This is an optimization exercise on Yosys and OpenROAD, whose aim is small area and a short achievable clock period, not a production implementation.
The RTL was checked by simulation tests, not by an equivalence proof against the original design.
No activity file was given, so power comes from the tool's default toggle rates.

==> flow/design.v <==
module fr_tone_rom (
    input  wire [6:0]  note,
    output reg  [10:0] freq
);
    always @(*) begin
        case (note)
            7'd0: freq = 11'd44;
            7'd1: freq = 11'd157;
            7'd2: freq = 11'd263;
            7'd3: freq = 11'd363;
            7'd4: freq = 11'd457;
            7'd5: freq = 11'd547;
            7'd6: freq = 11'd631;
            7'd7: freq = 11'd711;
            7'd8: freq = 11'd786;
            7'd9: freq = 11'd856;
            7'd10: freq = 11'd923;
            7'd11: freq = 11'd986;
            7'd12: freq = 11'd1046;
            7'd13: freq = 11'd1102;
            7'd14: freq = 11'd1155;
            7'd15: freq = 11'd1205;
            7'd16: freq = 11'd1253;
            7'd17: freq = 11'd1297;
            7'd18: freq = 11'd1339;
            7'd19: freq = 11'd1379;
            7'd20: freq = 11'd1417;
            7'd21: freq = 11'd1452;
            7'd22: freq = 11'd1486;
            7'd23: freq = 11'd1517;
            7'd24: freq = 11'd1547;
            7'd25: freq = 11'd1575;
            7'd26: freq = 11'd1602;
            7'd27: freq = 11'd1627;
            7'd28: freq = 11'd1650;
            7'd29: freq = 11'd1673;
            7'd30: freq = 11'd1694;
            7'd31: freq = 11'd1714;
            7'd32: freq = 11'd1732;
            7'd33: freq = 11'd1750;
            7'd34: freq = 11'd1767;
            7'd35: freq = 11'd1783;
            7'd36: freq = 11'd1798;
            7'd37: freq = 11'd1812;
            7'd38: freq = 11'd1825;
            7'd39: freq = 11'd1837;
            7'd40: freq = 11'd1849;
            7'd41: freq = 11'd1860;
            7'd42: freq = 11'd1871;
            7'd43: freq = 11'd1881;
            7'd44: freq = 11'd1890;
            7'd45: freq = 11'd1899;
            7'd46: freq = 11'd1907;
            7'd47: freq = 11'd1915;
            7'd48: freq = 11'd1923;
            7'd49: freq = 11'd1930;
            7'd50: freq = 11'd1936;
            7'd51: freq = 11'd1943;
            7'd52: freq = 11'd1949;
            7'd53: freq = 11'd1954;
            7'd54: freq = 11'd1959;
            7'd55: freq = 11'd1964;
            7'd56: freq = 11'd1969;
            7'd57: freq = 11'd1974;
            7'd58: freq = 11'd1978;
            7'd59: freq = 11'd1982;
            7'd60: freq = 11'd1985;
            7'd61: freq = 11'd1989;
            7'd62: freq = 11'd1992;
            7'd63: freq = 11'd1995;
            7'd64: freq = 11'd1998;
            7'd65: freq = 11'd2001;
            7'd66: freq = 11'd2004;
            7'd67: freq = 11'd2006;
            7'd68: freq = 11'd2009;
            7'd69: freq = 11'd2011;
            7'd70: freq = 11'd2013;
            7'd71: freq = 11'd2015;
            default: freq = 11'd0;
        endcase
    end
endmodule
module fr_noise_rom (
    input  wire [6:0] note,
    output reg  [7:0] ctrl
);
    always @(*) begin
        case (note)
            7'd0: ctrl = 8'hD7;
            7'd1: ctrl = 8'hD6;
            7'd2: ctrl = 8'hD5;
            7'd3: ctrl = 8'hD4;
            7'd4: ctrl = 8'hC7;
            7'd5: ctrl = 8'hC6;
            7'd6: ctrl = 8'hC5;
            7'd7: ctrl = 8'hC4;
            7'd8: ctrl = 8'hB7;
            7'd9: ctrl = 8'hB6;
            7'd10: ctrl = 8'hB5;
            7'd11: ctrl = 8'hB4;
            7'd12: ctrl = 8'hA7;
            7'd13: ctrl = 8'hA6;
            7'd14: ctrl = 8'hA5;
            7'd15: ctrl = 8'hA4;
            7'd16: ctrl = 8'h97;
            7'd17: ctrl = 8'h96;
            7'd18: ctrl = 8'h95;
            7'd19: ctrl = 8'h94;
            7'd20: ctrl = 8'h87;
            7'd21: ctrl = 8'h86;
            7'd22: ctrl = 8'h85;
            7'd23: ctrl = 8'h84;
            7'd24: ctrl = 8'h77;
            7'd25: ctrl = 8'h76;
            7'd26: ctrl = 8'h75;
            7'd27: ctrl = 8'h74;
            7'd28: ctrl = 8'h67;
            7'd29: ctrl = 8'h66;
            7'd30: ctrl = 8'h65;
            7'd31: ctrl = 8'h64;
            7'd32: ctrl = 8'h57;
            7'd33: ctrl = 8'h56;
            7'd34: ctrl = 8'h55;
            7'd35: ctrl = 8'h54;
            7'd36: ctrl = 8'h47;
            7'd37: ctrl = 8'h46;
            7'd38: ctrl = 8'h45;
            7'd39: ctrl = 8'h44;
            7'd40: ctrl = 8'h37;
            7'd41: ctrl = 8'h36;
            7'd42: ctrl = 8'h35;
            7'd43: ctrl = 8'h34;
            7'd44: ctrl = 8'h27;
            7'd45: ctrl = 8'h26;
            7'd46: ctrl = 8'h25;
            7'd47: ctrl = 8'h24;
            7'd48: ctrl = 8'h17;
            7'd49: ctrl = 8'h16;
            7'd50: ctrl = 8'h15;
            7'd51: ctrl = 8'h14;
            7'd52: ctrl = 8'h07;
            7'd53: ctrl = 8'h06;
            7'd54: ctrl = 8'h05;
            7'd55: ctrl = 8'h04;
            7'd56: ctrl = 8'h03;
            7'd57: ctrl = 8'h02;
            7'd58: ctrl = 8'h01;
            7'd59: ctrl = 8'h00;
            7'd60: ctrl = 8'h00;
            7'd61: ctrl = 8'h00;
            7'd62: ctrl = 8'h00;
            7'd63: ctrl = 8'h00;
            7'd64: ctrl = 8'h00;
            7'd65: ctrl = 8'h00;
            7'd66: ctrl = 8'h00;
            7'd67: ctrl = 8'h00;
            7'd68: ctrl = 8'h00;
            7'd69: ctrl = 8'h00;
            7'd70: ctrl = 8'h00;
            7'd71: ctrl = 8'h00;
            default: ctrl = 8'h00;
        endcase
    end
endmodule
module fr_channel #(
    parameter NOISE = 0
) (
    input  wire        clk,
    input  wire        we_note,
    input  wire [6:0]  wd_note,
    input  wire        we_cur,
    input  wire [10:0] wd_cur,
    input  wire        we_tv,
    input  wire        wd_tv,
    input  wire        we_dir,
    input  wire [1:0]  wd_dir,
    input  wire        we_spd,
    input  wire [7:0]  wd_spd,
    input  wire        we_tune,
    input  wire [7:0]  wd_tune,
    input  wire        we_arp,
    input  wire [7:0]  wd_arp,
    input  wire        we_aph,
    input  wire [1:0]  wd_aph,
    input  wire        we_vsx,
    input  wire [7:0]  wd_vsx,
    input  wire        we_vd,
    input  wire [7:0]  wd_vd,
    input  wire        we_vdc,
    input  wire [7:0]  wd_vdc,
    input  wire        we_vt,
    input  wire [3:0]  wd_vt,
    input  wire        we_vp,
    input  wire [1:0]  wd_vp,
    input  wire        we_ip,
    input  wire [11:0] wd_ip,
    output wire  [6:0]  note,
    output wire  [10:0] cur,
    output wire         tv,
    output wire  [1:0]  dir,
    output wire  [7:0]  spd,
    output wire  [7:0]  tune,
    output wire  [7:0]  arp,
    output wire  [1:0]  aph,
    output wire  [7:0]  vsx,
    output wire  [7:0]  vd,
    output wire  [7:0]  vdc,
    output wire  [3:0]  vt,
    output wire  [1:0]  vp,
    output wire  [11:0] ip
);
    reg [6:0] r_note;
    reg [10:0] r_cur;
    reg r_tv;
    reg [1:0] r_dir;
    reg [7:0] r_spd;
    reg [7:0] r_tune;
    reg [7:0] r_arp;
    reg [1:0] r_aph;
    reg [7:0] r_vsx;
    reg [7:0] r_vd;
    reg [7:0] r_vdc;
    reg [3:0] r_vt;
    reg [1:0] r_vp;
    reg [11:0] r_ip;
    always @(posedge clk) begin
        if (we_note) r_note <= wd_note;
        if (we_arp)  r_arp  <= wd_arp;
        if (we_aph)  r_aph  <= wd_aph;
    end
    assign note = r_note;
    assign arp  = r_arp;
    assign aph  = r_aph;
    generate
        if (NOISE) begin : g_noise
            assign cur = 0;
            assign tv = 0;
            assign dir = 0;
            assign spd = 0;
            assign tune = 0;
            assign vsx = 0;
            assign vd = 0;
            assign vdc = 0;
            assign vt = 0;
            assign vp = 0;
            assign ip = 0;
        end else begin : g_tone
            assign cur = r_cur;
            assign tv = r_tv;
            assign dir = r_dir;
            assign spd = r_spd;
            assign tune = r_tune;
            assign vsx = r_vsx;
            assign vd = r_vd;
            assign vdc = r_vdc;
            assign vt = r_vt;
            assign vp = r_vp;
            assign ip = r_ip;
            always @(posedge clk) begin
                if (we_cur)  r_cur  <= wd_cur;
                if (we_tv)   r_tv   <= wd_tv;
                if (we_dir)  r_dir  <= wd_dir;
                if (we_spd)  r_spd  <= wd_spd;
                if (we_tune) r_tune <= wd_tune;
                if (we_vsx)  r_vsx  <= wd_vsx;
                if (we_vd)   r_vd   <= wd_vd;
                if (we_vdc)  r_vdc  <= wd_vdc;
                if (we_vt)   r_vt   <= wd_vt;
                if (we_vp)   r_vp   <= wd_vp;
                if (we_ip)   r_ip   <= wd_ip;
            end
        end
    endgenerate
endmodule
module freqres4 (
    input  wire        clk,
    input  wire        rst,
    input  wire [2:0]  cmd_op,
    input  wire [1:0]  cmd_ch,
    input  wire [7:0]  cmd_arg0,
    input  wire [7:0]  cmd_arg1,
    input  wire [1:0]  cmd_flags,
    output reg         out_valid,
    output reg  [1:0]  out_ch,
    output wire [10:0] out_freq
);
    localparam OP_NOTE   = 3'd1;
    localparam OP_EFFECT = 3'd2;
    localparam OP_USEINS = 3'd3;
    localparam OP_STEP   = 3'd4;
    localparam DIR_UP    = 2'd1;   
    localparam DIR_DOWN  = 2'd2;   
    localparam DIR_PORTA = 2'd3;   
    wire is_note = (cmd_op == OP_NOTE);
    wire is_eff  = (cmd_op == OP_EFFECT);
    wire is_uses = (cmd_op == OP_USEINS);
    wire is_step = (cmd_op == OP_STEP);
    wire e_arp   = is_eff && (cmd_arg1 == 8'h08);
    wire e_slide = is_eff && (cmd_arg1 == 8'h09 || cmd_arg1 == 8'h0A || cmd_arg1 == 8'h0B);
    wire e_vib   = is_eff && (cmd_arg1 == 8'h0C);
    wire e_vdel  = is_eff && (cmd_arg1 == 8'h0D);
    wire e_tune  = is_eff && (cmd_arg1 == 8'h0E);
    wire [6:0]  c_note [0:3];
    wire [10:0] c_cur  [0:3];
    wire        c_tv   [0:3];
    wire [1:0]  c_dir  [0:3];
    wire [7:0]  c_spd  [0:3];
    wire [7:0]  c_tune [0:3];
    wire [7:0]  c_arp  [0:3];
    wire [1:0]  c_aph  [0:3];
    wire [7:0]  c_vsx  [0:3];
    wire [7:0]  c_vd   [0:3];
    wire [7:0]  c_vdc  [0:3];
    wire [3:0]  c_vt   [0:3];
    wire [1:0]  c_vp   [0:3];
    wire [11:0] c_ip   [0:3];
    wire [3:0] sel = 4'b0001 << cmd_ch;
    wire        w_note, w_cur, w_tv, w_spd, w_tune, w_arp, w_aph;
    wire        w_vsx, w_vd, w_vdc, w_vt, w_vp, w_ip, w_dir;
    wire [6:0]  d_note;
    wire [10:0] d_cur;
    wire [7:0]  d_spd, d_tune, d_arp, d_vsx, d_vd, d_vdc;
    wire [1:0]  d_aph, d_vp;
    wire [3:0]  d_vt;
    wire [11:0] d_ip;
    genvar c;
    generate
        for (c = 0; c < 4; c = c + 1) begin : g_ch
            wire s = sel[c] && !rst;
            fr_channel #(.NOISE(c == 3 ? 1 : 0)) u_ch (
                .clk(clk),
                .we_note(rst || (s && w_note)), .wd_note(d_note),
                .we_cur (rst || (s && w_cur)),  .wd_cur (d_cur),
                .we_tv  (rst || (s && w_tv)),   .wd_tv  (!rst),
                .we_dir (s && w_dir),           .wd_dir (cmd_arg1[1:0]),
                .we_spd (rst || (s && w_spd)),  .wd_spd (d_spd),
                .we_tune(rst || (s && w_tune)), .wd_tune(d_tune),
                .we_arp (rst || (s && w_arp)),  .wd_arp (d_arp),
                .we_aph (s && w_aph),           .wd_aph (d_aph),
                .we_vsx (rst || (s && w_vsx)),  .wd_vsx (d_vsx),
                .we_vd  (rst || (s && w_vd)),   .wd_vd  (d_vd),
                .we_vdc (rst || (s && w_vdc)),  .wd_vdc (d_vdc),
                .we_vt  (s && w_vt),            .wd_vt  (d_vt),
                .we_vp  (s && w_vp),            .wd_vp  (d_vp),
                .we_ip  (rst || (s && w_ip)),   .wd_ip  (d_ip),
                .note(c_note[c]), .cur(c_cur[c]), .tv(c_tv[c]), .dir(c_dir[c]),
                .spd(c_spd[c]), .tune(c_tune[c]), .arp(c_arp[c]), .aph(c_aph[c]),
                .vsx(c_vsx[c]), .vd(c_vd[c]), .vdc(c_vdc[c]), .vt(c_vt[c]),
                .vp(c_vp[c]), .ip(c_ip[c])
            );
        end
    endgenerate
    wire [1:0]  tch = cmd_ch[1] ? 2'd2 : {1'b0, cmd_ch[0]};
    wire [6:0]  note = c_note[cmd_ch];
    wire [7:0]  arp  = c_arp[cmd_ch];
    wire [1:0]  aph  = c_aph[cmd_ch];
    wire [10:0] cur  = c_cur[tch];
    wire        tv   = c_tv[tch];
    wire [1:0]  dir  = c_dir[tch];
    wire [7:0]  spd  = c_spd[tch];
    wire [7:0]  tune = c_tune[tch];
    wire [3:0]  vs   = c_vsx[tch][7:4];
    wire [3:0]  ve   = c_vsx[tch][3:0];
    wire [7:0]  vd   = c_vd[tch];
    wire [7:0]  vdc  = c_vdc[tch];
    wire [3:0]  vt   = c_vt[tch];
    wire [1:0]  vp   = c_vp[tch];
    wire [11:0] ip   = c_ip[tch];
    wire signed [12:0] pitch_sum = $signed({ip[11], ip}) + $signed({{5{cmd_arg1[7]}}, cmd_arg1});
    wire [11:0] pitch_clamped = (pitch_sum[12] != pitch_sum[11]) ? {pitch_sum[12], {11{~pitch_sum[12]}}}
                                                                 : pitch_sum[11:0];
    wire [11:0] ip_new = cmd_flags[1] ? pitch_clamped : ip;
    wire [10:0] tone_base;   
    fr_tone_rom u_rom_base (.note(is_note ? cmd_arg0[6:0] : note), .freq(tone_base));
    wire        porta  = (dir == DIR_PORTA);
    wire [10:0] target = tv ? tone_base : 11'd0;
    wire [11:0] g_up   = {1'b0, cur} + {4'd0, spd};
    wire [11:0] g_dn   = {1'b0, cur} - {4'd0, spd};
    wire        up_hit = porta ? (g_up > {1'b0, target}) : g_up[11];
    wire        dn_hit = g_dn[11] || (porta && g_dn[10:0] < target);
    wire [10:0] r_up   = up_hit ? (porta ? target : 11'd2047) : g_up[10:0];
    wire [10:0] r_dn   = dn_hit ? (porta ? target : 11'd0) : g_dn[10:0];
    wire        up     = (dir == DIR_UP) || (porta && cur < target);
    wire [10:0] cur_new = up ? r_up : r_dn;
    wire       arp_on = (arp != 8'd0);
    wire [3:0] eff_off = !arp_on      ? 4'd0 :
                         (aph == 2'd1) ? arp[7:4] :
                         (aph == 2'd2) ? arp[3:0] : 4'd0;
    wire [1:0] aph_new = !arp_on ? aph : (aph == 2'd2) ? 2'd0 : aph + 2'd1;
    wire [7:0] inst_arp = cmd_flags[0] ? cmd_arg0 : 8'd0;
    wire signed [9:0] note_sum = $signed({3'b000, note}) + $signed({6'b000000, eff_off})
                               + $signed({{2{inst_arp[7]}}, inst_arp});
    wire [6:0] note2 = note_sum[9]          ? 7'd0  :
                       (note_sum > 10'sd71) ? 7'd71 : note_sum[6:0];
    wire       vib_on  = (vs != 4'd0) && (ve != 4'd0);
    wire       vib_run = vib_on && (vdc == 8'd0);
    wire [3:0] vt_inc  = vt + 4'd1;
    wire       vt_wrap = (vt_inc >= vs);
    wire signed [5:0] vib = !vib_run     ? 6'sd0 :
                            (vp == 2'd1) ? $signed({2'b00, ve}) :
                            (vp == 2'd3) ? -$signed({2'b00, ve}) : 6'sd0;
    wire signed [8:0]  tune_vib = $signed(tune) + $signed({{3{vib[5]}}, vib});
    wire signed [12:0] q = $signed({{4{tune_vib[8]}}, tune_vib}) - $signed({2'b00, tone_base});
    wire [10:0] tone_n2;
    fr_tone_rom u_rom_arp (.note(note2), .freq(tone_n2));
    wire [7:0] noise_n2;
    fr_noise_rom u_noise (.note(note2), .ctrl(noise_n2));
    wire porta_play = (dir == DIR_PORTA) && (spd != 8'd0) && cmd_flags[0];
    assign w_note = is_note;
    assign d_note = rst ? 7'd0 : cmd_arg0[6:0];
    assign w_cur  = (is_note && !porta_play) || is_step;
    assign d_cur  = rst ? 11'd0 : is_note ? tone_base : cur_new;
    assign w_tv   = is_note;
    assign w_dir  = e_slide;
    assign w_spd  = e_slide;
    assign d_spd  = rst ? 8'd0 : cmd_arg0;
    assign w_tune = e_tune;
    assign d_tune = rst ? 8'h00 : cmd_arg0 ^ 8'h80;
    assign w_arp  = e_arp;
    assign d_arp  = rst ? 8'd0 : cmd_arg0;
    assign w_aph  = is_note || e_arp || is_step;
    assign d_aph  = is_step ? aph_new : 2'd0;
    assign w_vsx  = e_vib;
    assign d_vsx  = rst ? 8'd0 : cmd_arg0;
    assign w_vd   = e_vdel;
    assign d_vd   = rst ? 8'd0 : cmd_arg0;
    assign w_vdc  = is_note || (is_step && vib_on && vdc != 8'd0);
    assign d_vdc  = rst ? 8'd0 : is_note ? vd : vdc - 8'd1;
    assign w_vt   = is_note || e_vib || (is_step && vib_run);
    assign d_vt   = (is_step && !vt_wrap) ? vt_inc : 4'd0;
    assign w_vp   = is_note || e_vib || (is_step && vib_run && vt_wrap);
    assign d_vp   = is_step ? vp + 2'd1 : 2'd0;
    assign w_ip   = is_uses || (is_step && cmd_flags[1]);
    assign d_ip   = (rst || is_uses) ? 12'd0 : ip_new;
    reg [10:0] t2_r;
    reg [10:0] cur_r;
    reg [11:0] ip_r;
    reg [12:0] q_r;
    always @(posedge clk) begin
        out_valid <= !rst && is_step;
        out_ch    <= cmd_ch;
        t2_r      <= (cmd_ch == 2'd3) ? {3'b000, noise_n2} : tone_n2;
        cur_r     <= cur_new;
        ip_r      <= ip_new;
        q_r       <= q;
    end
    wire signed [13:0] f_sum = $signed({3'b000, cur_r}) + $signed({{2{ip_r[11]}}, ip_r})
                             + $signed({q_r[12], q_r}) + $signed({3'b000, t2_r});
    wire [10:0] tone_out = f_sum[13] ? 11'd0 : (f_sum[12:11] != 2'b00) ? 11'd2047 : f_sum[10:0];
    assign out_freq = (out_ch == 2'd3) ? t2_r : tone_out;
endmodule
==> flow/flow/run.sh <==
#!/bin/bash
# Layout flow: the standard ORFS flow (standard synthesis unchanged),
# with timing repair aimed below the clock period and free cell sizing.
#   SETUP_SLACK_MARGIN    repair_timing keeps working until setup slack
#                         reaches this margin (ns) instead of 0
#   MATCH_CELL_FOOTPRINT  0 lets sizing swap cells of different footprints
#   BUFFER_PORTS_ARGS     port buffers as buf_2 instead of delay cells
# The full make output goes to flow_make.log in the work folder; ORFS keeps
# each step's log under orfs/logs/.
set -euo pipefail
MARGIN=${FLOW_SETUP_MARGIN:-7.5}
bash standard.sh \
    SETUP_SLACK_MARGIN=$MARGIN \
    MATCH_CELL_FOOTPRINT=0 \
    "BUFFER_PORTS_ARGS=-buffer_cell sky130_fd_sc_hd__buf_2" \
    finish > flow_make.log 2>&1
==> flow/standard.sh <==
#!/bin/bash
# synth_recipe.tcl (not shown) runs the flow's synth.tcl, then flattens the netlist and writes it again
# the make line also repeats each setting of config.mk as NAME=value (left out here)
make -C /OpenROAD-flow-scripts/flow DESIGN_CONFIG=/design/flow/config.mk WORK_HOME=/design/flow/orfs CLKGATE_MAP_FILE= SYNTH_SCRIPT=/design/flow/synth_recipe.tcl "${@:-finish}"
==> flow/config.mk <==
export PLATFORM = sky130hd
export DESIGN_NAME = freqres4
export DESIGN_NICKNAME = freqres4
export VERILOG_FILES = /design/flow/design.v
export SDC_FILE = /design/flow/constraint.sdc
export NUM_CORES = 4
export LEC_CHECK = 0
export ABC_AREA = 1
export CAP_MARGIN = 20
export CORE_MARGIN = 2
export CORE_UTILIZATION = 40
export CTS_BUF_LIST = sky130_fd_sc_hd__clkbuf_16
export CTS_CLUSTER_DIAMETER = 120
export CTS_CLUSTER_SIZE = 20
export SLEW_MARGIN = 20
==> flow/constraint.sdc <==
create_clock -name core_clock -period 15.0 [get_ports {clk}]
set_input_delay 3.0000 -clock core_clock [delete_from_list [all_inputs] [get_ports {clk}]]
set_output_delay 3.0000 -clock core_clock [all_outputs]
set_load 0.01 [all_outputs]
==> impl_metrics.toml, run 1 <==
[yosys]
yosys.cell_types.count = 65
synth_ff_type = "edfxtp_1"
synth_edf_count = 284
yosys_warnings = 5
yosysSeqAreaShare = 0.471
syn_inst = 2208
async_flop_share = 0
yosysTopAreaCell = "edfxtp_1"
avgSynthCellArea_sq_um = 9.17
ys_seq_elements = 334
synthTopCellsByArea = "edfxtp_1, nand2_1, ha_1, dfxtp_1, inv_1"
syn_nets = 2399
syn_area_sq_um = 20200
synth_top_area_frac = 0.421

[critical_path]
crit_family = "simple AND/OR/NAND/NOR gates"
cp_slowest_stage_delay_ps = 340
startpoint_type = "input pin"
worstPathArrival_ps = 7700
cp.required_ps = 15300
critPathSlowestCell = "ha_1"
end_kind = "register"
crit_path_max_fanout = 28
worstSetupPathType = "in2reg"
cp_num_buf_inv = 8

[power_and_ir_drop]
power_frac_clock = 0.130
combPwrFrac = 0.580
swShare = 0.444
p_seq_frac = 0.290
power_leakage_uw = 0.00989
power_density_nw_per_um2 = 182
p_int_uw = 2370
ir_drop_v = 0.000158
p_switching_uw = 1900

[route]
avgViaCountPerCell = 5.45
drt_pass1_iterations = 5
drtIter0Drc = 1461
post_drt_wl_per_cell_um = 20.1
final_antenna_net_count = 0
via_count = 16300
drt-total-wl_mm = 60.1
route.detailed.drc = 0

[timing]
tns_ps = 0
fmax_ghz = 0.135
fin_crit_ps = 7400
skew_ps = 26.6
fin_crit_sh = 0.493
final-setup-viol-count = 0
tightest_slew_ps = 1080
hold_viol = 0
rsz0062_at_grt = "true"
slew_viol_final = 0
max_slew_margin = 0.281

[die]
die_y_um = 229
coreArea_sq_um = 50100
floorplan.die_area_sq_um = 52400
ios = 39
die_x_um = 229
start_util = 0.404
rows = 82

[global_routing]
grt_pass1_vias = 15700
grt_pass1_wl_mm = 90.5
grt_max_degree = 36
gr-total-overflow = 0
antenna_found_initial = 2
grt_util_all_layers = 0.220

[run_status]
status = "timing/DRC/antenna clean"

[cts]
clockRootBuffer = "clkbuf_16"
clk_path_buf_depth = 3
clk_latency_ps = 560
cts-buffers-inserted = 20
cts_hold_buffers = 0
cts.sinks = 334
cts_tree = "done"
htreeDepth = 1
clk_pin_slew_ps = 80

[placed_design]
io_buffers = 38
gp_congestion = 0.934
dp_hpwl_mm = 41.3
placed_cells = 2874

[layout]
num_antenna_cells = 0
layout-drive-gt1-share = 0.186
area_growth_syn_to_layout_pct = 15.7
finish.utilization = 0.468
final_cells = 2984
fin_nets = 2490
fillers = 4790

[hold_path]
hold_class = "reg2reg"

[flow_run]
drv_cap = 0
## metrics by stage
stage,hold WS (ps),instance area (sq um),power (uW),setup WS [ps]
2_1_floorplan,570,20500,2800,7480
3_3_place_gp,691,21200,3330,4840
3_5_place_dp,725,21200,3360,4700
4_1_cts,743,22500,4010,7500
5_1_grt,788,23400,4630,7360
6_report,736,23400,4270,7600
## final timing paths
path / slack (ps) / cells after the start / startpoint / end
hold / removal: 740 / 2 / g_ch[1].u_ch.r_vd[0] / g_ch[2].u_ch.r_vdc[0]
setup reg to reg: 10150 / 30 / g_ch[0].u_ch.r_aph[1] / t2_r[1]
hold reg to reg: 740 / 2 / g_ch[1].u_ch.r_vd[0] / g_ch[2].u_ch.r_vdc[0]
setup / recovery: 7600 / 29 / cmd_ch[1] / g_ch[2].u_ch.r_cur[10]
## power groups by stage
stage | Clock [uW] | Combinational [uW] | Sequential, uW
after floorplan | 0 | 1580 | 1230
after global placement | 0 | 2070 | 1260
after detailed placement | 0 | 2100 | 1260
after CTS | 568 | 2200 | 1240
after global routing | 598 | 2780 | 1250
final | 555 | 2480 | 1240
## flip-flops by register name, indices dropped and copies added (netlist names), 12 cells and up
| name | count |
|---|---|
| g_ch.u_ch.r_spd | 24 |
| ip_r | 12 |
| g_ch.u_ch.r_vd | 24 |
| g_ch.u_ch.r_note | 28 |
| g_ch.u_ch.r_vt | 12 |
| g_ch.u_ch.r_tune | 24 |
| g_ch.u_ch.r_ip | 36 |
| q_r | 13 |
| g_ch.u_ch.r_arp | 32 |
| g_ch.u_ch.r_vsx | 24 |
| g_ch.u_ch.r_vdc | 24 |
| g_ch.u_ch.r_cur | 33 |
## cells in the final DEF, fill, tap and decap left out, drive strengths merged, types with 32 or more instances in the layout
master	n
fa	40
o22ai	43
nor2	218
nand2	451
buf	139
o21ai	133
xor2	40
ha	126
nand3	134
inv	259
dfxtp	50
a21oi	122
nor3	32
or2	33
edfxtp	284
## cells in the mapped netlist (10+ instances only)
cell type and number:
nand3_1 127, a21oi_1 120, inv_1 236, nand2_1 429, nor2_1 211, clkbuf_1 35
nor3_1 31, ha_1 126, o21ai_0 123, or2_2 27, dfxtp_1 50, a31oi_1 10
xor2_1 40, o211ai_1 12, xnor2_1 14, o21a_1 17, buf_6 12, o22a_1 13
inv_2 13, edfxtp_1 284, buf_2 25, o22ai_1 43, fa_1 40, o21bai_1 21
o221a_2 11, nand2_2 18, nand4_1 19, nor4_1 13
## worst min-delay path, stage by stage, from the launching register on
cell and delay, ps:
edfxtp_1 360, nand2_1 70, a31oi_1 130
## cell families (layout without fill, tap and decap cells)
kind of cell | Yosys count | count (layout) | synth area share
simple gates | 910 | 914 | 0.197
compound gates | 412 | 412 | 0.124
flops | 334 | 334 | 0.471
buf+inv | 332 | 432 | 0.0682
fa+ha+maj | 166 | 166 | 0.117
xor+xnor | 54 | 54 | 0.0234
## metal layers
layer	vias to the layer above	global-route usage	part of all wire
met5	-	0	0
met4	0	0.0645	0.032
met3	104	0.0193	0.057
met2	521	0.374	0.48
met1	7894	0.301	0.43
li1	7757	-	-
## layout make-up
type | count | area [sq um] | share of cell area
timing repair buffer | 143 | 1220 | 0.0520
multi-input combinational | 1546 | 10200 | 0.435
tap | 672 | 841 | 0.0359
clock inverter | 15 | 87.6 | 0.00374
timing repair inverter | 2 | 17.5 | 0.000748
inverter | 252 | 1040 | 0.0442
clock buffer | 20 | 500 | 0.0214
sequential | 334 | 9540 | 0.407
## what timing repair did
item                                    CTS  global route
endpoints found under the hold margin     0             0
endpoints found under the setup margin  113            70
pin swaps                                17            50
gates resized for setup                  90           169
cloned                                    6             4
setup buffers                            28            36
==> inputs of run 2 (changes only) <==
--- a/flow/flow/run.sh
+++ b/flow/flow/run.sh
@@ -8,7 +8,7 @@
 # The full make output goes to flow_make.log in the work folder; ORFS keeps
 # each step's log under orfs/logs/.
 set -euo pipefail
-MARGIN=${FLOW_SETUP_MARGIN:-7.5}
+MARGIN=${FLOW_SETUP_MARGIN:-7.75}
 bash standard.sh \
     SETUP_SLACK_MARGIN=$MARGIN \
     MATCH_CELL_FOOTPRINT=0 \
--- a/flow/config.mk
+++ b/flow/config.mk
@@ -8,7 +8,7 @@
 export ABC_AREA = 1
 export CAP_MARGIN = 20
 export CORE_MARGIN = 2
-export CORE_UTILIZATION = 40
+export CORE_UTILIZATION = 65
 export CTS_BUF_LIST = sky130_fd_sc_hd__clkbuf_16
 export CTS_CLUSTER_DIAMETER = 120
 export CTS_CLUSTER_SIZE = 20
==> run 2 against run 1 <==
  * Still clean
  * Sequential power about the same
  * Register-to-register slack improved by 80 ps
  * Critical path depth decreased by 1
  * Synthesized cell count unchanged
  * Core utilization increased by 33 points
  * Global-route usage increased by 13 points
  * Sequential share of layout area decreased by 1.8 points
  * Area after synthesis unchanged
  * Critical path type unchanged
  * Largest power group unchanged
==> impl_metrics.toml, run 2 <==
[power_and_ir_drop]
p_seq_frac = 0.271
p_int_uw = 2580
swShare = 0.435
total_power_uw = 4570
power_leakage_uw = 0.0104
combPwrFrac = 0.610
ir_drop_v = 0.000201
power_density_nw_per_um2 = 187
p_switching_uw = 1990
power_frac_clock = 0.120

[run_status]
status = "timing/DRC/antenna clean"

[route]
via_count = 17800
route.detailed.drc = 0
drtIter0Drc = 2686
drt_pass1_iterations = 9
post_drt_wl_per_cell_um = 22.9
avgViaCountPerCell = 6.39
final_antenna_net_count = 0
drt-total-wl_mm = 63.8

[critical_path]
startpoint_type = "input pin"
cp_slowest_stage_delay_ps = 370
worstSetupPathType = "in2reg"
crit_path_max_fanout = 18
end_kind = "register"
worstPathArrival_ps = 7590
crit_top_cell = "inv_1"
critPathSlowestCell = "fa_2"
cp.required_ps = 15250

[layout]
area_growth_syn_to_layout_pct = 21.0
fin_nets = 2563
final_cell_mix = "nand2_1, edfxtp_1, inv_1, nor2_1, buf_4"
layout-drive-gt1-share = 0.253
final_common_cell = "nand2_1"
regMostFlops = "g_ch.u_ch.r_ip"
num_antenna_cells = 0
largestRegisters = "g_ch.u_ch.r_ip: 36 flops, g_ch.u_ch.r_cur: 33 flops, g_ch.u_ch.r_arp: 32 flops"
largest_register_ffs = 36

[yosys]
ys_seq_elements = 334
synthTopCellsByArea = "edfxtp_1, nand2_1, ha_1, dfxtp_1, inv_1"
post-synth-top-count-cell = "nand2_1"
yosys.cell_types.count = 65
synth_edf_count = 284
yosysTopAreaCell = "edfxtp_1"
avgSynthCellArea_sq_um = 9.17
synth_ff_type = "edfxtp_1"
async_flop_share = 0
yosys_warnings = 5
synth_top_area_frac = 0.421
syn_nets = 2399
syn_inst = 2208
yosysSeqAreaShare = 0.471
syn_area_sq_um = 20200
ys_top_cells_by_count = "nand2_1, edfxtp_1, inv_1"

[timing]
fin_crit_sh = 0.490
max_slew_margin = 0.223
tightest_slew_ps = 1160
fin_crit_ps = 7340
holdWs_ps = 708
fmax_ghz = 0.136
hold_viol = 0
final-setup-viol-count = 0
skew_ps = 27.9
tns_ps = 0
slew_viol_final = 0
rsz0062_at_grt = "true"

[cts]
cts_hold_buffers = 0
cts.sinks = 334
clk_latency_ps = 550
cts-buffers-inserted = 20
htreeDepth = 1
clk_pin_slew_ps = 90
cts_tree = "done"
clk_path_buf_depth = 3
clockRootBuffer = "clkbuf_16"

[die]
ios = 39
coreArea_sq_um = 30700
die_x_um = 181
die_y_um = 181
floorplan.die_area_sq_um = 32600
rows = 64
start_util = 0.660

[global_routing]
grt_max_degree = 70
grt_util_all_layers = 0.346
antenna_found_initial = 1
grt_pass1_wl_mm = 88.5
grt_pass1_vias = 16300
gr-total-overflow = 0

[flow_run]
drv_cap = 0

[placed_design]
dp_hpwl_mm = 37.9
gp_congestion = 0.931
io_buffers = 38

[hold_path]
hold_class = "reg2reg"
==> run 2: path summary, 6_finish.rpt <==
path,startpoint,end,slack (ps),cells after the start
setup reg to reg,g_ch[2].u_ch.r_aph[1],t2_r[0],10230,35
hold / removal,g_ch[1].u_ch.r_ip[11],ip_r[11],710,4
setup / recovery,cmd_ch[1],g_ch[1].u_ch.r_cur[1],7660,28
hold reg to reg,g_ch[1].u_ch.r_ip[11],ip_r[11],710,4
==> run 2: metal layers <==
layer  routed length [um]  GRT usage  share of wire  vias to the layer above
li1                     -          -              -                     7890
met1                22600      0.450           0.36                     8368
met2                29900      0.578           0.47                     1157
met3                 6640     0.0467           0.10                      369
met4                 4600      0.159          0.072                        0
met5                    0          0              0                        -
==> run 2: worst max-delay path: cells and delay by family <==
kind | cells | cell delay [ps]
AOI/OAI and AO/OA | 7 | 1110
xor gates and xnor gates | 1 | 240
buffers and inverters | 7 | 930
and+or+nand+nor | 10 | 1390
adders and majority gates | 3 | 890
==> run 2: stage by stage <==
stage                     worst slack [ps]  std cells   util  cell area (sq um)
final                                 7660       2782  0.799              24500
after CTS                             7750       2688  0.736              22600
after global placement                4970       2587  0.683              20900
after floorplan                       7520       2208      -              20700
after global routing                  7500       2782  0.799              24500
after detailed placement              4640       2589  0.683              21000
==> run 2: area by class of cell <==
cell class	instances	area, sq um
multi-input cells	1548	10900
flip-flops and latches	334	9530
fillers	1882	6160
repair buffers	214	1890
inverters	252	1070
clock buffers	20	500
well taps	396	495
clock inverters	16	76.3
repair inverters	2	17.5
==> run 2: what timing repair did <==
action / CTS / global route
buffers inserted: 56 / 86
gates resized for setup: 135 / 249
cloned: 7 / 8
endpoints found under the setup margin: 119 / 71
pin swaps: 45 / 130
==> run 2: power by group through the flow <==
stage | clock network (uW) | registers (uW) | logic, uW
final | 547 | 1240 | 2790
after global routing | 574 | 1250 | 3070
after CTS | 542 | 1240 | 2310
after detailed placement | 0 | 1260 | 2070
after global placement | 0 | 1250 | 2020
after floorplan | 0 | 1230 | 1610
==> run 2: cell families (layout without fill, tap and decap cells) <==
logic type | Yosys count | in the layout | synth area share
AND/OR/NAND/NOR | 910 | 916 | 0.197
AO/OA/AOI/OAI | 412 | 412 | 0.124
flip-flops | 334 | 334 | 0.471
buffers and inverters | 332 | 504 | 0.0682
adder cells (fa/ha/maj) | 166 | 166 | 0.117
XOR/XNOR | 54 | 54 | 0.0234
==> inputs of run 3 (changes only) <==
--- a/flow/design.v
+++ b/flow/design.v
@@ -76,7 +76,62 @@
             7'd69: freq = 11'd2011;
             7'd70: freq = 11'd2013;
             7'd71: freq = 11'd2015;
-            default: freq = 11'd0;
+            7'd72: freq = 11'd1998;
+            7'd73: freq = 11'd2001;
+            7'd74: freq = 11'd2004;
+            7'd75: freq = 11'd2006;
+            7'd76: freq = 11'd2009;
+            7'd77: freq = 11'd2011;
+            7'd78: freq = 11'd2013;
+            7'd79: freq = 11'd2015;
+            7'd80: freq = 11'd1998;
+            7'd81: freq = 11'd2001;
+            7'd82: freq = 11'd2004;
+            7'd83: freq = 11'd2006;
+            7'd84: freq = 11'd2009;
+            7'd85: freq = 11'd2011;
+            7'd86: freq = 11'd2013;
+            7'd87: freq = 11'd2015;
+            7'd88: freq = 11'd1998;
+            7'd89: freq = 11'd2001;
+            7'd90: freq = 11'd2004;
+            7'd91: freq = 11'd2006;
+            7'd92: freq = 11'd2009;
+            7'd93: freq = 11'd2011;
+            7'd94: freq = 11'd2013;
+            7'd95: freq = 11'd2015;
+            7'd96: freq = 11'd1998;
+            7'd97: freq = 11'd2001;
+            7'd98: freq = 11'd2004;
+            7'd99: freq = 11'd2006;
+            7'd100: freq = 11'd2009;
+            7'd101: freq = 11'd2011;
+            7'd102: freq = 11'd2013;
+            7'd103: freq = 11'd2015;
+            7'd104: freq = 11'd1998;
+            7'd105: freq = 11'd2001;
+            7'd106: freq = 11'd2004;
+            7'd107: freq = 11'd2006;
+            7'd108: freq = 11'd2009;
+            7'd109: freq = 11'd2011;
+            7'd110: freq = 11'd2013;
+            7'd111: freq = 11'd2015;
+            7'd112: freq = 11'd1998;
+            7'd113: freq = 11'd2001;
+            7'd114: freq = 11'd2004;
+            7'd115: freq = 11'd2006;
+            7'd116: freq = 11'd2009;
+            7'd117: freq = 11'd2011;
+            7'd118: freq = 11'd2013;
+            7'd119: freq = 11'd2015;
+            7'd120: freq = 11'd1998;
+            7'd121: freq = 11'd2001;
+            7'd122: freq = 11'd2004;
+            7'd123: freq = 11'd2006;
+            7'd124: freq = 11'd2009;
+            7'd125: freq = 11'd2011;
+            7'd126: freq = 11'd2013;
+            7'd127: freq = 11'd2015;
         endcase
     end
 endmodule
@@ -186,43 +241,29 @@
     input  wire [7:0]  wd_vsx,
     input  wire        we_vd,
     input  wire [7:0]  wd_vd,
-    input  wire        we_vdc,
-    input  wire [7:0]  wd_vdc,
-    input  wire        we_vt,
-    input  wire [3:0]  wd_vt,
-    input  wire        we_vp,
-    input  wire [1:0]  wd_vp,
+    input  wire        we_vdm,
+    input  wire        wd_vdm,
+    input  wire        we_vv,
+    input  wire [7:0]  wd_vv,
     input  wire        we_ip,
     input  wire [11:0] wd_ip,
-    output wire  [6:0]  note,
-    output wire  [10:0] cur,
-    output wire         tv,
-    output wire  [1:0]  dir,
-    output wire  [7:0]  spd,
-    output wire  [7:0]  tune,
-    output wire  [7:0]  arp,
-    output wire  [1:0]  aph,
-    output wire  [7:0]  vsx,
-    output wire  [7:0]  vd,
-    output wire  [7:0]  vdc,
-    output wire  [3:0]  vt,
-    output wire  [1:0]  vp,
-    output wire  [11:0] ip
+    output wire [6:0]  note,
+    output wire [10:0] cur,
+    output wire        tv,
+    output wire [1:0]  dir,
+    output wire [7:0]  spd,
+    output wire [7:0]  tune,
+    output wire [7:0]  arp,
+    output wire [1:0]  aph,
+    output wire [7:0]  vsx,
+    output wire [7:0]  vd,
+    output wire        vdm,
+    output wire [7:0]  vv,
+    output wire [11:0] ip
 );
-    reg [6:0] r_note;
-    reg [10:0] r_cur;
-    reg r_tv;
-    reg [1:0] r_dir;
-    reg [7:0] r_spd;
-    reg [7:0] r_tune;
-    reg [7:0] r_arp;
-    reg [1:0] r_aph;
-    reg [7:0] r_vsx;
-    reg [7:0] r_vd;
-    reg [7:0] r_vdc;
-    reg [3:0] r_vt;
-    reg [1:0] r_vp;
-    reg [11:0] r_ip;
+    reg [6:0]  r_note;
+    reg [7:0]  r_arp;
+    reg [1:0]  r_aph;
     always @(posedge clk) begin
         if (we_note) r_note <= wd_note;
         if (we_arp)  r_arp  <= wd_arp;
@@ -233,29 +274,27 @@
     assign aph  = r_aph;
     generate
         if (NOISE) begin : g_noise
-            assign cur = 0;
-            assign tv = 0;
-            assign dir = 0;
-            assign spd = 0;
-            assign tune = 0;
-            assign vsx = 0;
-            assign vd = 0;
-            assign vdc = 0;
-            assign vt = 0;
-            assign vp = 0;
-            assign ip = 0;
+            assign cur  = 11'd0;
+            assign tv   = 1'b0;
+            assign dir  = 2'd0;
+            assign spd  = 8'd0;
+            assign tune = 8'd0;
+            assign vsx  = 8'd0;
+            assign vd   = 8'd0;
+            assign vdm  = 1'b0;
+            assign vv   = 8'd0;
+            assign ip   = 12'd0;
         end else begin : g_tone
-            assign cur = r_cur;
-            assign tv = r_tv;
-            assign dir = r_dir;
-            assign spd = r_spd;
-            assign tune = r_tune;
-            assign vsx = r_vsx;
-            assign vd = r_vd;
-            assign vdc = r_vdc;
-            assign vt = r_vt;
-            assign vp = r_vp;
-            assign ip = r_ip;
+            reg [10:0] r_cur;
+            reg        r_tv;
+            reg [1:0]  r_dir;
+            reg [7:0]  r_spd;
+            reg [7:0]  r_tune;
+            reg [7:0]  r_vsx;
+            reg [7:0]  r_vd;
+            reg        r_vdm;
+            reg [7:0]  r_vv;
+            reg [11:0] r_ip;
             always @(posedge clk) begin
                 if (we_cur)  r_cur  <= wd_cur;
                 if (we_tv)   r_tv   <= wd_tv;
@@ -264,11 +303,20 @@
                 if (we_tune) r_tune <= wd_tune;
                 if (we_vsx)  r_vsx  <= wd_vsx;
                 if (we_vd)   r_vd   <= wd_vd;
-                if (we_vdc)  r_vdc  <= wd_vdc;
-                if (we_vt)   r_vt   <= wd_vt;
-                if (we_vp)   r_vp   <= wd_vp;
+                if (we_vdm)  r_vdm  <= wd_vdm;
+                if (we_vv)   r_vv   <= wd_vv;
                 if (we_ip)   r_ip   <= wd_ip;
             end
+            assign cur  = r_cur;
+            assign tv   = r_tv;
+            assign dir  = r_dir;
+            assign spd  = r_spd;
+            assign tune = r_tune;
+            assign vsx  = r_vsx;
+            assign vd   = r_vd;
+            assign vdm  = r_vdm;
+            assign vv   = r_vv;
+            assign ip   = r_ip;
         end
     endgenerate
 endmodule
@@ -310,18 +358,17 @@
     wire [1:0]  c_aph  [0:3];
     wire [7:0]  c_vsx  [0:3];
     wire [7:0]  c_vd   [0:3];
-    wire [7:0]  c_vdc  [0:3];
-    wire [3:0]  c_vt   [0:3];
-    wire [1:0]  c_vp   [0:3];
+    wire        c_vdm  [0:3];
+    wire [7:0]  c_vv   [0:3];
     wire [11:0] c_ip   [0:3];
     wire [3:0] sel = 4'b0001 << cmd_ch;
     wire        w_note, w_cur, w_tv, w_spd, w_tune, w_arp, w_aph;
-    wire        w_vsx, w_vd, w_vdc, w_vt, w_vp, w_ip, w_dir;
+    wire        w_vsx, w_vd, w_vdm, w_vv, w_ip, w_dir;
     wire [6:0]  d_note;
     wire [10:0] d_cur;
-    wire [7:0]  d_spd, d_tune, d_arp, d_vsx, d_vd, d_vdc;
-    wire [1:0]  d_aph, d_vp;
-    wire [3:0]  d_vt;
+    wire [7:0]  d_spd, d_tune, d_arp, d_vsx, d_vd, d_vv;
+    wire [1:0]  d_aph;
+    wire        d_vdm;
     wire [11:0] d_ip;
     genvar c;
     generate
@@ -339,14 +386,13 @@
                 .we_aph (s && w_aph),           .wd_aph (d_aph),
                 .we_vsx (rst || (s && w_vsx)),  .wd_vsx (d_vsx),
                 .we_vd  (rst || (s && w_vd)),   .wd_vd  (d_vd),
-                .we_vdc (rst || (s && w_vdc)),  .wd_vdc (d_vdc),
-                .we_vt  (s && w_vt),            .wd_vt  (d_vt),
-                .we_vp  (s && w_vp),            .wd_vp  (d_vp),
+                .we_vdm (rst || (s && w_vdm)),  .wd_vdm (d_vdm),
+                .we_vv  (s && w_vv),            .wd_vv  (d_vv),
                 .we_ip  (rst || (s && w_ip)),   .wd_ip  (d_ip),
                 .note(c_note[c]), .cur(c_cur[c]), .tv(c_tv[c]), .dir(c_dir[c]),
                 .spd(c_spd[c]), .tune(c_tune[c]), .arp(c_arp[c]), .aph(c_aph[c]),
-                .vsx(c_vsx[c]), .vd(c_vd[c]), .vdc(c_vdc[c]), .vt(c_vt[c]),
-                .vp(c_vp[c]), .ip(c_ip[c])
+                .vsx(c_vsx[c]), .vd(c_vd[c]), .vdm(c_vdm[c]), .vv(c_vv[c]),
+                .ip(c_ip[c])
             );
         end
     endgenerate
@@ -362,9 +408,10 @@
     wire [3:0]  vs   = c_vsx[tch][7:4];
     wire [3:0]  ve   = c_vsx[tch][3:0];
     wire [7:0]  vd   = c_vd[tch];
-    wire [7:0]  vdc  = c_vdc[tch];
-    wire [3:0]  vt   = c_vt[tch];
-    wire [1:0]  vp   = c_vp[tch];
+    wire        vdm  = c_vdm[tch];
+    wire [7:0]  vv   = c_vv[tch];
+    wire [3:0]  vt   = vv[3:0];    
+    wire [1:0]  vp   = vv[5:4];
     wire [11:0] ip   = c_ip[tch];
     wire signed [12:0] pitch_sum = $signed({ip[11], ip}) + $signed({{5{cmd_arg1[7]}}, cmd_arg1});
     wire [11:0] pitch_clamped = (pitch_sum[12] != pitch_sum[11]) ? {pitch_sum[12], {11{~pitch_sum[12]}}}
@@ -393,7 +440,7 @@
     wire [6:0] note2 = note_sum[9]          ? 7'd0  :
                        (note_sum > 10'sd71) ? 7'd71 : note_sum[6:0];
     wire       vib_on  = (vs != 4'd0) && (ve != 4'd0);
-    wire       vib_run = vib_on && (vdc == 8'd0);
+    wire       vib_run = vib_on && !vdm;
     wire [3:0] vt_inc  = vt + 4'd1;
     wire       vt_wrap = (vt_inc >= vs);
     wire signed [5:0] vib = !vib_run     ? 6'sd0 :
@@ -424,12 +471,13 @@
     assign d_vsx  = rst ? 8'd0 : cmd_arg0;
     assign w_vd   = e_vdel;
     assign d_vd   = rst ? 8'd0 : cmd_arg0;
-    assign w_vdc  = is_note || (is_step && vib_on && vdc != 8'd0);
-    assign d_vdc  = rst ? 8'd0 : is_note ? vd : vdc - 8'd1;
-    assign w_vt   = is_note || e_vib || (is_step && vib_run);
-    assign d_vt   = (is_step && !vt_wrap) ? vt_inc : 4'd0;
-    assign w_vp   = is_note || e_vib || (is_step && vib_run && vt_wrap);
-    assign d_vp   = is_step ? vp + 2'd1 : 2'd0;
+    assign w_vdm  = is_note || (is_step && vib_on && vdm);
+    assign d_vdm  = !rst && (is_note ? (vd != 8'd0) : (vv != 8'd1));
+    assign w_vv   = is_note || (e_vib && !vdm) || (is_step && vib_on);
+    assign d_vv   = is_note ? vd :
+                    !is_step ? 8'd0 :
+                    vdm      ? vv - 8'd1 :
+                    {2'b00, vt_wrap ? vp + 2'd1 : vp, vt_wrap ? 4'd0 : vt_inc};
     assign w_ip   = is_uses || (is_step && cmd_flags[1]);
     assign d_ip   = (rst || is_uses) ? 12'd0 : ip_new;
     reg [10:0] t2_r;
==> run 3 against run 2 <==
  * Die area decreased by 3.2%
  * First-iteration DRC count decreased by 0.63%
  * Critical path depth increased by 12
  * Final cell count decreased by 1.1%
  * Synthesized cell count decreased by 1.9%
  * Clock skew decreased by 4.4 ps
  * Worst setup slack improved by 14 ps
  * Area after synthesis decreased by 3.3%
  * Global-route usage increased by 0.80 points
  * Sequential power decreased by 4%
  * Routed wire length decreased by 3.5%
  * Maximum frequency increased by 0.20%
==> impl_metrics.toml, run 3 <==
[critical_path]
crit_path_max_fanout = 8
regToRegStartpoint = "g_ch[1].u_ch.r_arp[3]"
startpoint = "cmd_ch[1]"
worstPathArrival_ps = 7790
startpoint_type = "input pin"
cp_slowest_stage_delay_ps = 350
critPathSlowestCell = "fa_2"
end_kind = "register"
cp.required_ps = 15460
worstSetupPathType = "in2reg"
crit_top_cell = "nand2_1"

[route]
post_drt_wl_per_cell_um = 22.4
drt_pass1_iterations = 6
final_antenna_net_count = 0
routed.top_layer = "met4"
drt-total-wl_mm = 61.5
wl_met1_mm = 22.7
route.met3.wl_mm = 6.97
drtIter0Drc = 2669
via_count = 17400
wl_met2_mm = 29.0
route.detailed.drc = 0
avgViaCountPerCell = 6.34

[power_and_ir_drop]
p_switching_uw = 2020
power_density_nw_per_um2 = 190
combPwrFrac = 0.619
total_power_uw = 4490
p_int_uw = 2470
ir_drop_v = 0.000185
p_seq_frac = 0.266
swShare = 0.449
power_frac_clock = 0.116
power_leakage_uw = 0.0103

[timing]
hold_viol = 0
tns_ps = 0
slew_viol_final = 0
final-setup-viol-count = 0
fin_crit_sh = 0.489
fin_crit_ps = 7330
fmax_ghz = 0.136
holdWs_ps = 743
rsz0062_at_grt = "true"
tightest_slew_ps = 1080
skew_ps = 23.4
max_slew_margin = 0.279

[yosys]
synth_edf_count = 269
async_flop_share = 0
syn_area_sq_um = 19600
post-synth-top-count-cell = "nand2_1"
avgSynthCellArea_sq_um = 9.05
synth_top_area_frac = 0.412
syn_nets = 2358
ys_seq_elements = 319
yosysTopAreaCell = "edfxtp_1"
synthTopCellsByArea = "edfxtp_1, ha_1, nand2_1, dfxtp_1, inv_1"
syn_inst = 2165
ys_top_cells_by_count = "nand2_1, edfxtp_1, inv_1"
synth_ff_type = "edfxtp_1"
yosys.cell_types.count = 62
yosysSeqAreaShare = 0.463
yosys_warnings = 5

[die]
rows = 63
die_x_um = 178
die_y_um = 178
start_util = 0.661
floorplan.die_area_sq_um = 31500
ios = 39
coreArea_sq_um = 29600

[layout]
largest_register_ffs = 36
layout-drive-gt1-share = 0.251
regMostFlops = "g_ch.u_ch.g_tone.r_ip"
final_common_cell = "nand2_1"
area_growth_syn_to_layout_pct = 20.7
largestRegisters = "g_ch.u_ch.g_tone.r_ip: 36 flops, g_ch.u_ch.g_tone.r_cur: 33 flops, g_ch.u_ch.r_arp: 32 flops"
final_cells = 2752
stdcell_area_sq_um = 23600
final_cell_mix = "nand2_1, edfxtp_1, inv_1, buf_4, nor2_1"
fillers = 1862
fin_nets = 2541

[global_routing]
antenna_found_initial = 1
grt_util_all_layers = 0.354
gr-total-overflow = 0
grt_max_degree = 44
grt_pass1_vias = 15700
grt_pass1_wl_mm = 85.2

[hold_path]
min_from = "g_ch[0].u_ch.g_tone.r_ip[11]"
hold_class = "reg2reg"

[cts]
clk_pin_slew_ps = 90
clk_path_buf_depth = 3
cts_tree = "done"
clk_latency_ps = 540
cts-buffers-inserted = 19
cts_hold_buffers = 0
cts.sinks = 319
clockRootBuffer = "clkbuf_16"
htreeDepth = 1

[flow_run]
drv_cap = 0

[placed_design]
io_buffers = 38
gp_congestion = 0.973
placed_cells = 2543
dpl-instance-area_sq_um = 20300
dp_hpwl_mm = 38.3

[run_status]
status = "timing/DRC/antenna clean"
-- run 3: cell count changes in the layout (fill, tap and decap cells not counted), moves of 7 or more --
cell	delta
buf_6	-11
inv_1	+18
edfxtp_1	-15
nor2_1	-16
buf_4	+25
o21ai_0	+8
inv_2	+7
o21ai_2	+9
a21oi_2	+7
o22ai_1	-12
nand2_2	-16
-- run 3: cell families after synthesis --
family          after synthesis  synth area share
simple gates                854             0.188
compound gates              423             0.132
flops                       319             0.463
xor+xnor                     51            0.0228
buf+inv                     350            0.0710
fa+ha+maj                   168             0.123
-- run 3: metal layers --
layer	track usage	vias to the layer above
met5	0	-
met2	0.587	1158
met1	0.479	8257
met3	0.0518	246
met4	0.121	0
li1	-	7781
-- run 3: per-stage QoR --
stage               setup WS [ps]   util
finish                       7670  0.798
global route                 7420  0.798
CTS                          7740  0.735
detailed placement           5680  0.684
global placement             5580  0.684
floorplan                    7660      -
-- run 3: critical path: cells and delay by family --
| kind | cells | cell delay, ps |
|---|---|---|
| xor gates and xnor gates | 2 | 350 |
| and+or+nand+nor | 20 | 1790 |
| buffers and inverters | 9 | 710 |
| AOI/OAI and AO/OA | 5 | 820 |
| adders and majority gates | 4 | 1090 |
-- run 3: what timing repair did --
item	in CTS	in global routing
setup endpoints to repair	123	91
pin swaps	29	155
endpoints found under the hold margin	0	0
setup buffers	59	95
gates cloned	11	9
resized for setup	113	268
-- run 3: worst paths after layout --
kind / slack [ps] / endpoint / cells past startpoint
max: 7670 / t2_r[1] / 40
min: 740 / ip_r[11] / 4
max reg2reg: 10130 / t2_r[1] / 36
min reg2reg: 740 / ip_r[11] / 4
-- run 3: layout make-up --
type                       instances  area [sq um]  area share
clock inverter                    15          61.3     0.00259
inverter                         275          1140      0.0481
multi-input combinational       1503         10500       0.444
tap                              390           488      0.0206
sequential                       319          9090       0.384
timing repair buffer             225          1860      0.0785
antenna                            1          2.50    0.000106
timing repair inverter             5          46.3     0.00196
clock buffer                      19           475      0.0201
-- run 3: power groups by stage --
stage / Clock [uW] / Combinational [uW] / Sequential, uW
floorplan: 0 / 1540 / 1170
global placement: 0 / 1980 / 1200
detailed placement: 0 / 2030 / 1210
CTS: 512 / 2250 / 1190
global route: 545 / 3020 / 1200
finish: 519 / 2780 / 1190
==> inputs of run 4 (changes only) <==
==> flow/flow/run.sh (replaced) <==
#!/bin/bash
# Layout flow: the standard ORFS flow (standard synthesis unchanged),
# with timing repair aimed below the clock period and free cell sizing.
#   SETUP_SLACK_MARGIN    repair_timing keeps working until setup slack
#                         reaches this margin (ns) instead of 0: CTS_MARGIN
#                         for the steps up to clock tree synthesis, then
#                         GRT_MARGIN for the repair after global routing
#   MATCH_CELL_FOOTPRINT  0 lets sizing swap cells of different footprints
#   BUFFER_PORTS_ARGS     port buffers as buf_2 instead of delay cells
# Each make run's full output goes to its own log in the work folder
# (flow_make_cts.log, flow_make_finish.log); ORFS keeps each step's log
# under orfs/logs/.
set -euo pipefail
CTS_MARGIN=7.5
GRT_MARGIN=6.5
COMMON=(MATCH_CELL_FOOTPRINT=0 "BUFFER_PORTS_ARGS=-buffer_cell sky130_fd_sc_hd__buf_2")
bash standard.sh "${COMMON[@]}" SETUP_SLACK_MARGIN=$CTS_MARGIN cts > flow_make_cts.log 2>&1
bash standard.sh "${COMMON[@]}" SETUP_SLACK_MARGIN=$GRT_MARGIN finish > flow_make_finish.log 2>&1
--- a/flow/config.mk
+++ b/flow/config.mk
@@ -8,7 +8,7 @@
 export ABC_AREA = 1
 export CAP_MARGIN = 20
 export CORE_MARGIN = 2
-export CORE_UTILIZATION = 65
+export CORE_UTILIZATION = 40
 export CTS_BUF_LIST = sky130_fd_sc_hd__clkbuf_16
 export CTS_CLUSTER_DIAMETER = 120
 export CTS_CLUSTER_SIZE = 20
==> run 4 against run 3 <==
  * First-iteration DRC count decreased by 44%
  * Global-route usage decreased by 14 points
  * Clock skew increased by 3.6 ps
  * Still clean
  * Maximum frequency decreased by 4.4%
  * Design area decreased by 8.7%
  * Clock-buffer cell count increased by 1
  * Flip-flop and latch count unchanged
  * Area after synthesis unchanged
  * Sequential share of layout area increased by 3.7 points
  * Register-to-register slack got worse by 220 ps
==> impl_metrics.toml, run 4 <==
[die]
ios = 39
die_x_um = 225
rows = 81
start_util = 0.403
floorplan.die_area_sq_um = 50800
die_y_um = 225
coreArea_sq_um = 48600

[placed_design]
post-place-ws_ps = 5460
dp_hpwl_mm = 39.4
io_buffers = 38
gp_congestion = 0.935

[critical_path]
cp.required_ps = 15410
crit_path_max_fanout = 22
critPathSlowestCell = "ha_1"
startpoint = "cmd_ch[1]"
rr_worst_depth = 31
cp_num_cells = 35
regToRegStartpoint = "g_ch[1].u_ch.r_arp[2]"
worstSetupPathType = "in2reg"
end_kind = "register"
cp_slowest_stage_delay_ps = 360
cp_num_buf_inv = 10
startpoint_type = "input pin"
worstPathArrival_ps = 8080
crit_top_cell = "inv_1"
crit_family = "compound AO/OA/AOI/OAI gates"

[yosys]
syn_nets = 2358
yosysTopAreaCell = "edfxtp_1"
synth_compound_area_frac = 0.132
synth_ff_type = "edfxtp_1"
ys_top_cells_by_count = "nand2_1, edfxtp_1, inv_1"
yosysSeqAreaShare = 0.463
synth.mux.area_fraction = 0
async_flop_share = 0
synth_edf_count = 269
syn_area_sq_um = 19600
yosys_warnings = 5
yosys.cell_types.count = 62
synthAdderAreaFrac = 0.123
avgSynthCellArea_sq_um = 9.05
synth_top_family_by_area = "simple AND/OR/NAND/NOR gates"
synth_xor_xnor_area_share = 0.0228
ys_seq_elements = 319
yosys.area_share.simple = 0.188
syn_inst = 2165
post-synth-top-count-cell = "nand2_1"
synthTopCellsByArea = "edfxtp_1, ha_1, nand2_1, dfxtp_1, inv_1"
synth_top_area_frac = 0.412

[timing]
skew_ps = 27.0
layout_setup_ws_ps = 7340
tns_ps = 0
fin_crit_ps = 7660
max_slew_margin = 0.349
holdWs_ps = 760
fin_crit_sh = 0.511
rsz0062_at_grt = "false"
final-setup-viol-count = 0
hold_viol = 0
fmax_ghz = 0.130
slew_viol_final = 0
tightest_slew_ps = 975

[route]
drt-total-wl_mm = 54.1
drt_pass1_iterations = 5
post_drt_wl_per_cell_um = 19.0
avgViaCountPerCell = 5.43
drtIter0Drc = 1484
route.detailed.drc = 0
final_antenna_net_count = 0
via_count = 15400

[cts]
cts-buffers-inserted = 20
clk_latency_ps = 550
clk_pin_slew_ps = 80
htreeDepth = 1
cts_tree = "done"
cts.sinks = 319
clk_path_buf_depth = 3
cts_hold_buffers = 0
clockRootBuffer = "clkbuf_16"

[layout]
regMostFlops = "g_ch.u_ch.g_tone.r_ip"
num_antenna_cells = 0
largest_register_ffs = 36
largestRegisters = "g_ch.u_ch.g_tone.r_ip: 36 flops, g_ch.u_ch.g_tone.r_cur: 33 flops, g_ch.u_ch.r_arp: 32 flops"
fin_nets = 2400
final_cell_mix = "nand2_1, inv_1, edfxtp_1, nor2_1, nand3_1"
final_common_cell = "nand2_1"
layout-drive-gt1-share = 0.108
area_growth_syn_to_layout_pct = 10.2
finish.utilization = 0.444

[global_routing]
grt_util_met3 = 0.0209
grt_use_met2 = 0.366
antenna_found_initial = 3
grt_max_degree = 63
grt_util_all_layers = 0.214
grt_busiest_layer = "met2"
use_met1 = 0.290
grt_pass1_wl_mm = 84.4
grt_pass1_vias = 14900
gr-total-overflow = 0

[run_status]
status = "timing/DRC/antenna clean"

[hold_path]
holdPathStages = 4
hold_class = "reg2reg"
min_from = "g_ch[1].u_ch.g_tone.r_ip[11]"

[flow_run]
drv_cap = 0

[power_and_ir_drop]
power_leakage_uw = 0.00934
ir_drop_v = 0.000121
power_density_nw_per_um2 = 177
## run 4: metal layers
| metal | vias up | routed length, um |
|---|---|---|
| li1 | 7479 | - |
| met1 | 7372 | 23800 |
| met2 | 513 | 26000 |
| met3 | 80 | 3010 |
| met4 | 0 | 1290 |
| met5 | - | 0 |
## run 4: final timing paths
kind,endpoint,slack (ps)
setup reg to reg,t2_r[7],9910
setup / recovery,t2_r[7],7340
hold / removal,ip_r[11],760
hold reg to reg,ip_r[11],760
## run 4: cell families after synthesis
family,after synthesis
DFF,319
and+or+nand+nor,854
xor gates and xnor gates,51
AOI/OAI and AO/OA,423
adders and majority gates,168
buffers and inverters,350
## run 4: worst reg2reg max path, delay by kind of cell, from the launching register on
family / cells / cell delay [ps]
adder cells (fa/ha/maj): 2 / 660
AND/OR/NAND/NOR: 10 / 1390
buffers and inverters: 7 / 570
XOR/XNOR: 1 / 160
AO/OA/AOI/OAI: 11 / 1800
flip-flops: 1 / 380
## run 4: area by class of cell
class                      instances  area, sq um
sequential                       319         9080
timing repair buffer              93          683
multi-input combinational       1496         9370
clock inverter                    16         90.1
fill                            4710        27100
clock buffer                      20          500
inverter                         275         1060
tap                              622          778
timing repair inverter             2         15.0
## run 4: power breakdown
| group | internal (uW) | switching [uW] | total, uW |
|---|---|---|---|
| logic | 805 | 1290 | 2090 |
| registers | 1110 | 67.4 | 1180 |
| clock network | 249 | 293 | 542 |
## run 4: through the flow
step / power (uW) / std cells / area [sq um]
2_1_floorplan: 2700 / 2165 / 19700
3_3_place_gp: 3190 / 2781 / 20500
3_5_place_dp: 3200 / 2781 / 20500
4_1_cts: 3820 / 2842 / 21600
5_1_grt: 4180 / 2843 / 21600
6_report: 3810 / 2843 / 21600
## run 4: what timing repair did
action / CTS / global route
hold endpoints to repair: 0 / 0
endpoints found under the setup margin: 117 / 0
gates resized for setup: 78 / 0
setup buffers: 22 / 0
==> inputs of run 5 (changes only) <==
--- a/flow/flow/run.sh
+++ b/flow/flow/run.sh
@@ -11,8 +11,8 @@
 # (flow_make_cts.log, flow_make_finish.log); ORFS keeps each step's log
 # under orfs/logs/.
 set -euo pipefail
-CTS_MARGIN=7.5
-GRT_MARGIN=6.5
+CTS_MARGIN=7.75
+GRT_MARGIN=7
 COMMON=(MATCH_CELL_FOOTPRINT=0 "BUFFER_PORTS_ARGS=-buffer_cell sky130_fd_sc_hd__buf_2")
 bash standard.sh "${COMMON[@]}" SETUP_SLACK_MARGIN=$CTS_MARGIN cts > flow_make_cts.log 2>&1
 bash standard.sh "${COMMON[@]}" SETUP_SLACK_MARGIN=$GRT_MARGIN finish > flow_make_finish.log 2>&1
==> run 5 against run 4 <==
  * Clock skew down 14 ps
  * Die area did not move
  * Synthesized cell count unchanged
  * Area after synthesis did not move
  * Worst setup slack better by 270 ps
  * Clock power is 3% lower
  * Register-to-register slack better by 130 ps
  * Hold slack worse by 56 ps
  * Critical path type unchanged
  * Critical endpoint is now t2_r[1]
  * Largest cell class unchanged
==> impl_metrics.toml, run 5 <==
[run_status]
status = "timing/DRC/antenna clean"

[critical_path]
crit_path_max_fanout = 7
critPathSlowestCell = "fa_2"
worstPathArrival_ps = 7880
end_kind = "register"
startpoint_type = "input pin"
rr_worst_depth = 38
crit_top_cell = "nand2_1"
cp_slowest_stage_delay_ps = 360
worstSetupPathType = "in2reg"
cp.required_ps = 15490

[power_and_ir_drop]
swShare = 0.429
power_leakage_uw = 0.00973
p_switching_uw = 1740
ir_drop_v = 0.000142
p_seq_frac = 0.291
combPwrFrac = 0.579
power_frac_clock = 0.130
power_density_nw_per_um2 = 181
p_int_uw = 2310

[layout]
largest_register_ffs = 36
area_growth_syn_to_layout_pct = 14.5
regMostFlops = "g_ch.u_ch.g_tone.r_ip"
multi_input_area_sq_um = 9630
final_common_cell = "nand2_1"
final_cell_mix = "nand2_1, edfxtp_1, inv_1, nor2_1, nand3_1"
layout-drive-gt1-share = 0.153
finish.utilization = 0.461
stdcell_area_sq_um = 22400
fillers = 4608
largestRegisters = "g_ch.u_ch.g_tone.r_ip: 36 flops, g_ch.u_ch.g_tone.r_cur: 33 flops, g_ch.u_ch.r_arp: 32 flops"
seq_area_sq_um = 9080
fin_nets = 2461

[die]
start_util = 0.403
die_y_um = 225
die_x_um = 225
floorplan.die_area_sq_um = 50800
rows = 81
ios = 39
coreArea_sq_um = 48600

[global_routing]
grt_util_all_layers = 0.226
grt_max_degree = 41
grt_pass1_wl_mm = 87.9
gr-total-overflow = 0
antenna_found_initial = 1
grt_pass1_vias = 15500

[hold_path]
holdPathStages = 4
hold_class = "reg2reg"

[placed_design]
gp_congestion = 0.965
dp_hpwl_mm = 39.9
io_buffers = 38
dpl-instance-area_sq_um = 20600

[timing]
slew_viol_final = 0
hold_viol = 0
fmax_ghz = 0.135
fin_crit_sh = 0.493
skew_ps = 12.7
max_slew_margin = 0.316
tightest_slew_ps = 1030
tns_ps = 0
fin_crit_ps = 7390
holdWs_ps = 704
final-setup-viol-count = 0
rsz0062_at_grt = "false"

[route]
final_antenna_net_count = 0
avgViaCountPerCell = 5.49
via_count = 16000
drt-total-wl_mm = 57.2
drt_pass1_iterations = 8
route.detailed.drc = 0
drtIter0Drc = 1468
post_drt_wl_per_cell_um = 19.7

[cts]
cts-buffers-inserted = 19
clk_pin_slew_ps = 90
clk_latency_ps = 540
cts_tree = "done"
clockRootBuffer = "clkbuf_16"
cts.sinks = 319
htreeDepth = 1
clk_path_buf_depth = 3

[yosys]
synth_ff_type = "edfxtp_1"
yosysSeqAreaShare = 0.463
ys_top_cells_by_count = "nand2_1, edfxtp_1, inv_1"
yosys.cell_types.count = 62
async_flop_share = 0
ys_seq_elements = 319
synthTopCellsByArea = "edfxtp_1, ha_1, nand2_1, dfxtp_1, inv_1"
post-synth-top-count-cell = "nand2_1"
yosysTopAreaCell = "edfxtp_1"
avgSynthCellArea_sq_um = 9.05
syn_nets = 2358
synth_top_area_frac = 0.412
syn_area_sq_um = 19600
syn_inst = 2165
yosys_warnings = 5
synth_edf_count = 269

[flow_run]
drv_cap = 0
-- run 5: area by class of cell --
cell class              count  area share
diodes                      1    0.000112
clock buffers              19      0.0212
clock inverters            15     0.00335
inverters                 275      0.0492
multi-input cells        1499       0.430
flip-flops and latches    319       0.405
well taps                 622      0.0347
repair buffers            151      0.0556
repair inverters            3     0.00134
-- run 5: metrics by stage --
stage | power, uW | setup slack (ps) | std cells
6_report | 4050 | 7610 | 2904
5_1_grt | 4400 | 7060 | 2903
4_1_cts | 4040 | 7710 | 2902
3_5_place_dp | 3210 | 5470 | 2780
3_3_place_gp | 3190 | 5290 | 2779
2_1_floorplan | 2710 | 7660 | 2165
-- run 5: routing by layer --
metal | global-route usage | up-vias | share of wire | routed length [um]
met1 | 0.296 | 7640 | 0.42 | 23900
met5 | 0 | - | 0 | 0
met4 | 0.0690 | 0 | 0.028 | 1620
met3 | 0.0330 | 101 | 0.073 | 4180
li1 | - | 7603 | - | -
met2 | 0.387 | 606 | 0.48 | 27500
-- run 5: what timing repair did --
action | CTS | global route
hold buffers | 0 | 0
gates resized for setup | 134 | 0
setup buffers | 76 | 0
endpoints found under the setup margin | 123 | 0
-- run 5: power by group through the flow --
stage	clock network (uW)	logic, uW	registers, uW
3_5_place_dp	0	2010	1200
4_1_cts	539	2320	1180
5_1_grt	571	2640	1190
6_report	528	2340	1180
2_1_floorplan	0	1540	1170
3_3_place_gp	0	2000	1200
-- run 5: critical path: cells and delay by family --
kind | cells | cell delay, ps
AND/OR/NAND/NOR | 25 | 2120
AO/OA/AOI/OAI | 4 | 640
XOR/XNOR | 1 | 190
buffers and inverters | 8 | 970
adder cells (fa/ha/maj) | 3 | 920
-- run 5: path summary, 6_finish.rpt --
path / startpoint / slack, ps / end
min: g_ch[1].u_ch.g_tone.r_ip[11] / 700 / ip_r[11]
max reg2reg: g_ch[3].u_ch.r_aph[0] / 10040 / t2_r[1]
max: cmd_ch[1] / 7610 / t2_r[1]
min reg2reg: g_ch[1].u_ch.g_tone.r_ip[11] / 700 / ip_r[11]
-- run 5: logic make-up after synthesis --
group / after synthesis / synth area share
xor+xnor: 51 / 0.0228
compound gates: 423 / 0.132
flops: 319 / 0.463
buf+inv: 350 / 0.0710
simple gates: 854 / 0.188
fa+ha+maj: 168 / 0.123

Re-timed with assumed drivers on the ports (clkbuf_16 on the clock, buf_2 on other inputs), run 5 has 7.423 ns of setup slack against 7.605 ns with ideal ports, and 6.838 ns once port delays also move by the mid clock arrival of 0.585 ns.
